From an optimization exercise on the open Yosys and OpenROAD flow, aimed at small area and a short achievable clock period; shortcuts taken in it are not production practice. No functional check of the RTL was part of any run shown here.

## flow/design.v (module list and top-level ports; edited modules follow where they fit)
// module fm_demod: 763 lines
module fm_demod (
    input  wire        clk,
    input  wire        rst,         
    input  wire        in_valid,
    input  wire [7:0]  in_i,
    input  wire [7:0]  in_q,
    output wire        out_valid,
    output wire [15:0] out_ph
);
  // ...
==> flow/run.sh <==
#!/bin/bash
# synth_recipe.tcl (not shown) runs the flow's synth.tcl, then flattens the netlist and writes it again
# the make line also repeats each setting of config.mk as NAME=value (left out here)
make -C /OpenROAD-flow-scripts/flow DESIGN_CONFIG=/design/flow/config.mk WORK_HOME=/design/flow/orfs CLKGATE_MAP_FILE= SYNTH_SCRIPT=/design/flow/synth_recipe.tcl finish
==> flow/config.mk <==
export PLATFORM = sky130hd
export DESIGN_NAME = fm_demod
export DESIGN_NICKNAME = fm_demod
export VERILOG_FILES = /design/flow/design.v
export SDC_FILE = /design/flow/constraint.sdc
export NUM_CORES = 4
export LEC_CHECK = 0
export ABC_AREA = 1
export CAP_MARGIN = 20
export CORE_MARGIN = 2
export CORE_UTILIZATION = 45
export SETUP_SLACK_MARGIN = 4.0
export SLEW_MARGIN = 20
==> flow/constraint.sdc <==
create_clock -name core_clock -period 7.0 [get_ports {clk}]
set_input_delay 1.4000 -clock core_clock [delete_from_list [all_inputs] [get_ports {clk}]]
set_output_delay 1.4000 -clock core_clock [all_outputs]
set_load 0.01 [all_outputs]
==> flow_summary_export.csv, run 1 <==
group,metric,value,unit
layout,multi_input_area_share,0.536,
grt,grt-busiest-layer,"met2",
grt,grt_usage,0.218,
grt,use_met1,0.302,
clock_tree,post_cts_buffers,7,
sta,grt_setup_unrepaired,"true",
yosys,synth_top_area_frac,0.318,
critical_path,slowest_delay,0.48,ns
layout,multi_input_gates,4382,
grt,use_met3,0.0307,
min_path,hold_end,"b0_r5",
drt,dr_wl_met3,6930,um
place,dp_hpwl,96400,um
critical_path,cp-endpoint,"zp_r10[12]",
sta,setup-tns-final,0,ns
status,status,"complete, no violations",
critical_path,rr_worst_depth,11,
floorplan,dieArea,112000,um2
place,gp_congestion,0.914,
yosys,yosysTopAreaCell,"dfxtp_1",
grt,grt_pass1_wl,198000,um
drt,drtIter0Drc,2793,
critical_path,end_kind,"flip-flop",
sta,slew_violations,0,
sta,relSlewSlack,0.336,
layout,nFillCells,10600,
grt,grt_pass1_vias,37500,
grt,gr-usage-met2,0.355,
clock_tree,cts.htree.levels,3,
yosys,syn_area_per_cell,8.03,um2
layout,final_cell_mix,"1343 x nand2_1, 799 x inv_1, 768 x dfxtp_1, 555 x xor2_1, 404 x ha_1",
==> run 2, diff against run 1 <==
--- a/flow/config.mk
+++ b/flow/config.mk
@@ -5,7 +5,7 @@
 export SDC_FILE = /design/flow/constraint.sdc
 export NUM_CORES = 4
 export LEC_CHECK = 0
-export ABC_AREA = 1
+export ABC_AREA = 0
 export CAP_MARGIN = 20
 export CORE_MARGIN = 2
 export CORE_UTILIZATION = 45
==> run 2 against run 1 <==
  * Cell count is 22% lower
  * Register-to-register slack worse by 0.37 ns
  * Die area is 8.5% lower
==> flow_summary_export.csv, run 2 <==
group,metric,value,unit
yosys,synth_common_cells,"783 x dfxtp_1, 554 x xnor2_1, 408 x ha_1, 359 x xor2_1, 329 x inv_1",
yosys,yosysTopAreaCell,"dfxtp_1",
layout,final_common_cell,"dfxtp_1",
floorplan,core,99700,um2
sta,relSlewSlack,0.246,
layout,synthToLayoutAreaGrowth,14.4,%
yosys,yosys-top-cells-area,"dfxtp_1 35%, ha_1 11%, xnor2_1 11%, fa_1 7.7%, xor2_1 7.0%",
drt,avgViaCountPerCell,5.19,
critical_path,crit_fanout,4,
sta,min_period_over_period,0.474,
clock_tree,cts.htree.levels,3,
drt,drt-total-wl,101000,um
sta,clock_skew,0.0453,ns
yosys,syn_area_per_cell,9.93,um2
drt,wl_per_cell,16.8,um
floorplan,io_pins,36,
yosys,syn_inst,4542,
critical_path,end_kind,"flip-flop",
min_path,hold_class,"reg -> reg",
drt,drtIter0Drc,1757,
yosys,ys_seq_elements,811,
yosys,yosysWarningCount,1,
clock_tree,root_buffer,"clkbuf_16",
clock_tree,clkLatencyLatePin,0.68,ns
yosys,synth_top_area_frac,0.348,
floorplan,initial_utilization,0.452,
sta,timing.fmax,301,MHz
grt,antenna_found_initial,1,
sta,final_hold_viol_count,0,
layout,diodes,0,
yosys,synth_most_common_cell,"dfxtp_1",
floorplan,num_rows,116,
clock_tree,numCtsBuffers,88,
yosys,syn_nets,5143,
critical_path,crit_type,"reg -> reg",
grt,grt_pass1_vias,31300,
yosys,async_reset_ff_frac,0,
grt,overflow,0,
clock_tree,cts_sinks,811,
critical_path,start_kind,"flip-flop",
min_path,hold-path-cell-count,0,
yosys,ys.flop_type,"dfxtp_1",
floorplan,die_h,321,um
layout,nets,5239,
drt,dr.pass1.iters,6,
sta,post-route-min-period,3.32,ns
sta,slew_violations,0,
layout,nFillCells,9038,
layout,layout-drive-gt1-share,0.0978,
critical_path,cp.required,7.55,ns
flow_run,cap_violations,0,
yosys,seq_area_frac_synth,0.366,
sta,tightest_slew,1.13,ns
floorplan,dieArea,103000,um2
sta,setup_viol,0,
status,status,"complete, no violations",
yosys,synth_edf_count,28,
clock_tree,clk_pin_slew,0.06,ns
grt,grt_max_degree,38,
grt,grt_pass1_wl,162000,um
sta,setup-tns-final,0,ns
floorplan,die_x,321,um
place,port_buffers,34,
drt,num_vias,31200,
layout,final_cell_mix,"758 x dfxtp_1, 552 x xnor2_1, 390 x ha_1, 358 x xor2_1, 312 x inv_1",
drt,drc,0,
drt,drtAntennaViolNets,0,
place,gp_congestion,0.850,
yosys,ys_types,80,
critical_path,rr_worst_depth,13,
clock_tree,clockBufferDepth,3,
clock_tree,tritoncts,"done",
place,dp_hpwl,72300,um
yosys,syn_area,45100,um2
sta,grt_setup_unrepaired,"true",
critical_path,cp.arrival,3.88,ns
grt,grt_usage,0.195,
[run 2: metrics by stage]
step	worst slack [ns]	instances	cell area (um2)	hold WS [ns]	util
after detailed placement	3.04	5753	46900	0.312	0.471
after global routing	3.56	6011	51600	0.327	0.517
after global placement	3.01	5753	46900	0.310	0.471
after floorplan	3.82	4542	45300	0.309	-
after CTS	3.71	5965	50800	0.325	0.510
final	3.68	6011	51600	0.323	0.517
[run 2: logic make-up (layout without fill, tap and decap cells)]
kind of cell / after synthesis / count (layout) / synth area share
AO/OA/AOI/OAI: 852 / 852 / 0.124
AND/OR/NAND/NOR: 864 / 864 / 0.0949
buffers and inverters: 493 / 664 / 0.0412
adder cells (fa/ha/maj): 582 / 582 / 0.190
multiplexers: 26 / 26 / 0.00646
XOR/XNOR: 913 / 913 / 0.177
other: 1 / 1 / 0.0000831
flip-flops: 811 / 811 / 0.366
[run 2: critical path, cell delays in order, from the launching register on]
cell,delay [ns]
dfxtp_4,0.37
buf_6,0.13
xnor2_4,0.13
fa_1,0.55
inv_2,0.05
ha_4,0.15
fa_2,0.36
a21o_1,0.20
a21oi_2,0.16
o21bai_1,0.09
a2111o_1,0.47
and3_4,0.18
a41o_1,0.21
a211oi_2,0.16
[run 2: area by class of cell]
| type | instances | area, um2 | share of cell area |
|---|---|---|---|
| clock buffers | 117 | 2470 | 0.0479 |
| clock inverters | 48 | 624 | 0.0121 |
| inverters | 330 | 1250 | 0.0242 |
| multi-input cells | 3238 | 27500 | 0.533 |
| flip-flops and latches | 811 | 16600 | 0.321 |
| well taps | 1298 | 1620 | 0.0315 |
| repair buffers | 169 | 1570 | 0.0305 |
[run 2: metal layers]
layer / global-route usage / wire length (um)
met2: 0.355 / 51100
met4: 0.0626 / 2680
met5: 0 / 0
met3: 0.0260 / 4070
met1: 0.236 / 43400
[run 2: path summary, 6_finish.rpt]
kind | from | end | slack, ns
hold / removal | zp_r11[3] | zp_r12[3] | 0.32
setup / recovery | im_r2[16] | x_r3[13] | 3.68
setup reg to reg | im_r2[16] | x_r3[13] | 3.68
hold reg to reg | zp_r11[3] | zp_r12[3] | 0.32
[run 2: repair_timing]
action | in CTS | in global routing
cloned | 1 | 2
setup endpoints to repair | 114 | 81
resized for setup | 86 | 89
pin swaps | 46 | 60
hold buffers | 0 | 0
buffers inserted | 46 | 44
==> run 3, diff against run 2 <==
==> flow/flow/run.sh (new file) <==
#!/bin/bash
# The standard layout (the standard.sh, unchanged synthesis), except that the
# port buffers are sky130_fd_sc_hd__buf_2 cells instead of the delay buffer
# buffer_ports picks by default.  Each tool's output goes to its own log here.
set -euo pipefail
bash standard.sh synth > synth.log 2>&1
bash standard.sh "BUFFER_PORTS_ARGS=-buffer_cell sky130_fd_sc_hd__buf_2" finish > layout.log 2>&1
cp -r orfs/logs layout_logs 2>/dev/null || true
==> flow/standard.sh (new file) <==
#!/bin/bash
# synth_recipe.tcl (not shown) runs the flow's synth.tcl, then flattens the netlist and writes it again
# the make line also repeats each setting of config.mk as NAME=value (left out here)
make -C /OpenROAD-flow-scripts/flow DESIGN_CONFIG=/design/flow/config.mk WORK_HOME=/design/flow/orfs CLKGATE_MAP_FILE= SYNTH_SCRIPT=/design/flow/synth_recipe.tcl "${@:-finish}"
--- a/flow/config.mk
+++ b/flow/config.mk
@@ -5,9 +5,9 @@
 export SDC_FILE = /design/flow/constraint.sdc
 export NUM_CORES = 4
 export LEC_CHECK = 0
-export ABC_AREA = 0
+export ABC_AREA = 1
 export CAP_MARGIN = 20
 export CORE_MARGIN = 2
 export CORE_UTILIZATION = 45
-export SETUP_SLACK_MARGIN = 4.0
+export SETUP_SLACK_MARGIN = 4.3
 export SLEW_MARGIN = 20
removed: flow/run.sh
==> run 3 against run 2 <==
  * Register-to-register slack improved by 0.45 ns
  * Synthesized cell count increased by 35%
  * Critical path depth decreased by 4
  * Sequential cell count unchanged
  * Critical endpoint is now imr1_r1[9]
==> flow_summary_export.csv, run 3 <==
group,metric,value,unit
status,status,"complete, no violations",
critical_path,cp.arrival,3.41,ns
critical_path,end_kind,"flip-flop",
clock_tree,clkLatencyLatePin,0.68,ns
yosys,synth_edf_count,28,
drt,drt-total-wl,126000,um
grt,grt_pass1_wl,200000,um
clock_tree,clockBufferDepth,3,
floorplan,die_x,335,um
grt,grt_max_degree,35,
grt,overflow,0,
sta,min_period_over_period,0.410,
clock_tree,cts.htree.levels,3,
layout,final_common_cell,"nand2_1",
layout,nFillCells,10300,
sta,grt_setup_unrepaired,"true",
yosys,yosysWarningCount,1,
layout,layout-drive-gt1-share,0.0851,
yosys,yosysTopAreaCell,"dfxtp_1",
layout,synthToLayoutAreaGrowth,13.3,%
layout,final_cells,7760,
grt,antenna_found_initial,3,
drt,num_vias,39100,
sta,setup_viol,0,
yosys,yosys-top-cells-area,"dfxtp_1 32%, ha_1 10%, nand2_1 10%, xor2_1 9.8%, fa_1 7.1%",
critical_path,start_kind,"flip-flop",
sta,slew_violations,0,
yosys,syn_inst,6146,
clock_tree,tritoncts,"done",
critical_path,crit_fanout,5,
yosys,ys_types,50,
drt,dr.pass1.iters,7,
critical_path,worst_path_max_delay_cell,"fa_2",
clock_tree,cts_hold_buf,0,
sta,tightest_slew,0.831,ns
yosys,synth_most_common_cell,"nand2_1",
layout,utilization,0.514,
critical_path,crit_family,"adder cells",
yosys,synth_common_cells,"1343 x nand2_1, 809 x inv_1, 783 x dfxtp_1, 555 x xor2_1, 408 x ha_1",
clock_tree,clk_pin_slew,0.06,ns
floorplan,core,109000,um2
yosys,syn_area_per_cell,8.03,um2
sta,relSlewSlack,0.446,
yosys,synth_top_area_frac,0.318,
clock_tree,cts_sinks,811,
min_path,hold_class,"reg -> reg",
sta,clock_skew,0.0370,ns
drt,drtAntennaViolNets,0,
critical_path,path_cells,"clkinvlp_4 > buf_6 > buf_6 > o22ai_4 > xor2_2 > fa_2 > inv_2 > fa_2 > fa_1",
yosys,async_reset_ff_frac,0,
layout,nets,6874,
grt,grt_usage,0.221,
sta,setup-tns-final,0,ns
floorplan,num_rows,121,
sta,final_hold_viol_count,0,
clock_tree,numCtsBuffers,91,
yosys,syn_area,49400,um2
floorplan,die_h,335,um
floorplan,dieArea,112000,um2
layout,diodes,0,
sta,timing.fmax,348,MHz
critical_path,slowest_delay,0.55,ns
floorplan,io_pins,36,
yosys,ys_seq_elements,811,
flow_run,cap_violations,0,
yosys,syn_nets,6747,
place,placed_cell_area,50900,um2
critical_path,cp.required,7.54,ns
floorplan,initial_utilization,0.454,
layout,final_cell_mix,"1326 x nand2_1, 782 x inv_1, 761 x dfxtp_1, 549 x xor2_1, 393 x nor2_1",
critical_path,crit_type,"reg -> reg",
yosys,seq_area_frac_synth,0.335,
drt,avgViaCountPerCell,5.04,
drt,wl_per_cell,16.2,um
drt,drc,0,
drt,drtIter0Drc,2819,
place,dp.cells,7488,
grt,grt_pass1_vias,37500,
place,dp_hpwl,96700,um
critical_path,path_buf_inv,4,
sta,post-route-min-period,2.87,ns
yosys,ys.flop_type,"dfxtp_1",
layout,final_area,55900,um2
clock_tree,root_buffer,"clkbuf_16",
place,port_buffers,34,
place,gp_congestion,0.918,
run 3: cell count changes after synthesis, moves of 54 or more:
cell / delta
nand2_1: +1119
inv_1: +480
xnor2_1: -306
nand3_1: +298
xor2_1: +196
nor2_1: +187
a22oi_1: -128
o22ai_1: +126
clkbuf_1: -70
buf_2: +54
nand2b_1: -54
run 3: kinds of logic (layout without fill, tap and decap cells):
group / after synthesis / after routing / synth area share
flip-flops: 811 / 811 / 0.335
AO/OA/AOI/OAI: 661 / 661 / 0.0766
buffers and inverters: 954 / 1154 / 0.0749
adder cells (fa/ha/maj): 582 / 582 / 0.174
AND/OR/NAND/NOR: 2334 / 2334 / 0.197
other: 1 / 1 / 0.0000760
XOR/XNOR: 803 / 803 / 0.142
run 3: path summary, 6_finish.rpt:
path / start / end / slack [ns] / cells after the start
max reg2reg: prv_ao[2] / imr1_r1[9] / 4.13 / 9
min reg2reg: b0_r3 / b0_r4 / 0.31 / 0
min: b0_r3 / b0_r4 / 0.31 / 0
max: prv_ao[2] / imr1_r1[9] / 4.13 / 9
run 3: final cells by class:
type / instances / area (um2) / share of cell area
repair inverters: 1 / 7.51 / 0.000134
multi-input cells: 4381 / 30000 / 0.536
well taps: 1414 / 1770 / 0.0316
repair buffers: 150 / 1150 / 0.0205
inverters: 837 / 3270 / 0.0584
flip-flops and latches: 811 / 16600 / 0.296
clock inverters: 43 / 548 / 0.00980
clock buffers: 123 / 2620 / 0.0469
run 3: what timing repair did:
action / 4_1_cts / 5_1_grt
cloned: 1 / 0
gates resized for setup: 94 / 144
setup endpoints to repair: 78 / 99
pin swaps: 23 / 47
setup buffers: 74 / 31
run 3: per-layer routing:
| metal | share of wire | vias to the layer above | track usage |
|---|---|---|---|
| met2 | 0.45 | 1036 | 0.353 |
| met5 | 0 | - | 0 |
| met4 | 0.026 | 0 | 0.0654 |
| li1 | - | 19900 | - |
| met1 | 0.47 | 18000 | 0.309 |
| met3 | 0.058 | 221 | 0.0315 |
run 3: metrics by stage:
stage / worst slack, ns / hold WS, ns
after detailed placement: 3.54 / 0.312
after floorplan: 4.30 / 0.310
after global routing: 4.10 / 0.312
after CTS: 4.21 / 0.304
after global placement: 3.59 / 0.310
final: 4.13 / 0.309

[afterwards: timing with drivers on the ports]
How much do the figures lean on ideal ports? The routed layouts below were timed once more, with nothing changed but the port constraints.
Step 1 sets driving cells, clkbuf_16 on the clock port and buf_2 on the other inputs (assumed; they add their load-dependent delay and slew).
Step 2 also shifts input and output timing later by t, the mid clock arrival at the registers, as if the neighbouring blocks saw the same clock.
a / b / c = no drivers / after step 1 / after step 2; a / b = the first two.
run	shift t [ns]	setup slack, ns	latest minus earliest clock arrival (ns)
run 1	0.726	4.053 / 4.032 / 3.662	0.035 / 0.035
run 2	0.724	3.679 / 3.679 / 3.679	0.055 / 0.055
run 3	0.725	4.127 / 4.127 / 4.071	0.038 / 0.038
After both steps every run listed still meets setup and hold. The setup slack of run 1, which loses most, moves by -0.021 ns with the drivers and by -0.391 ns with both steps.
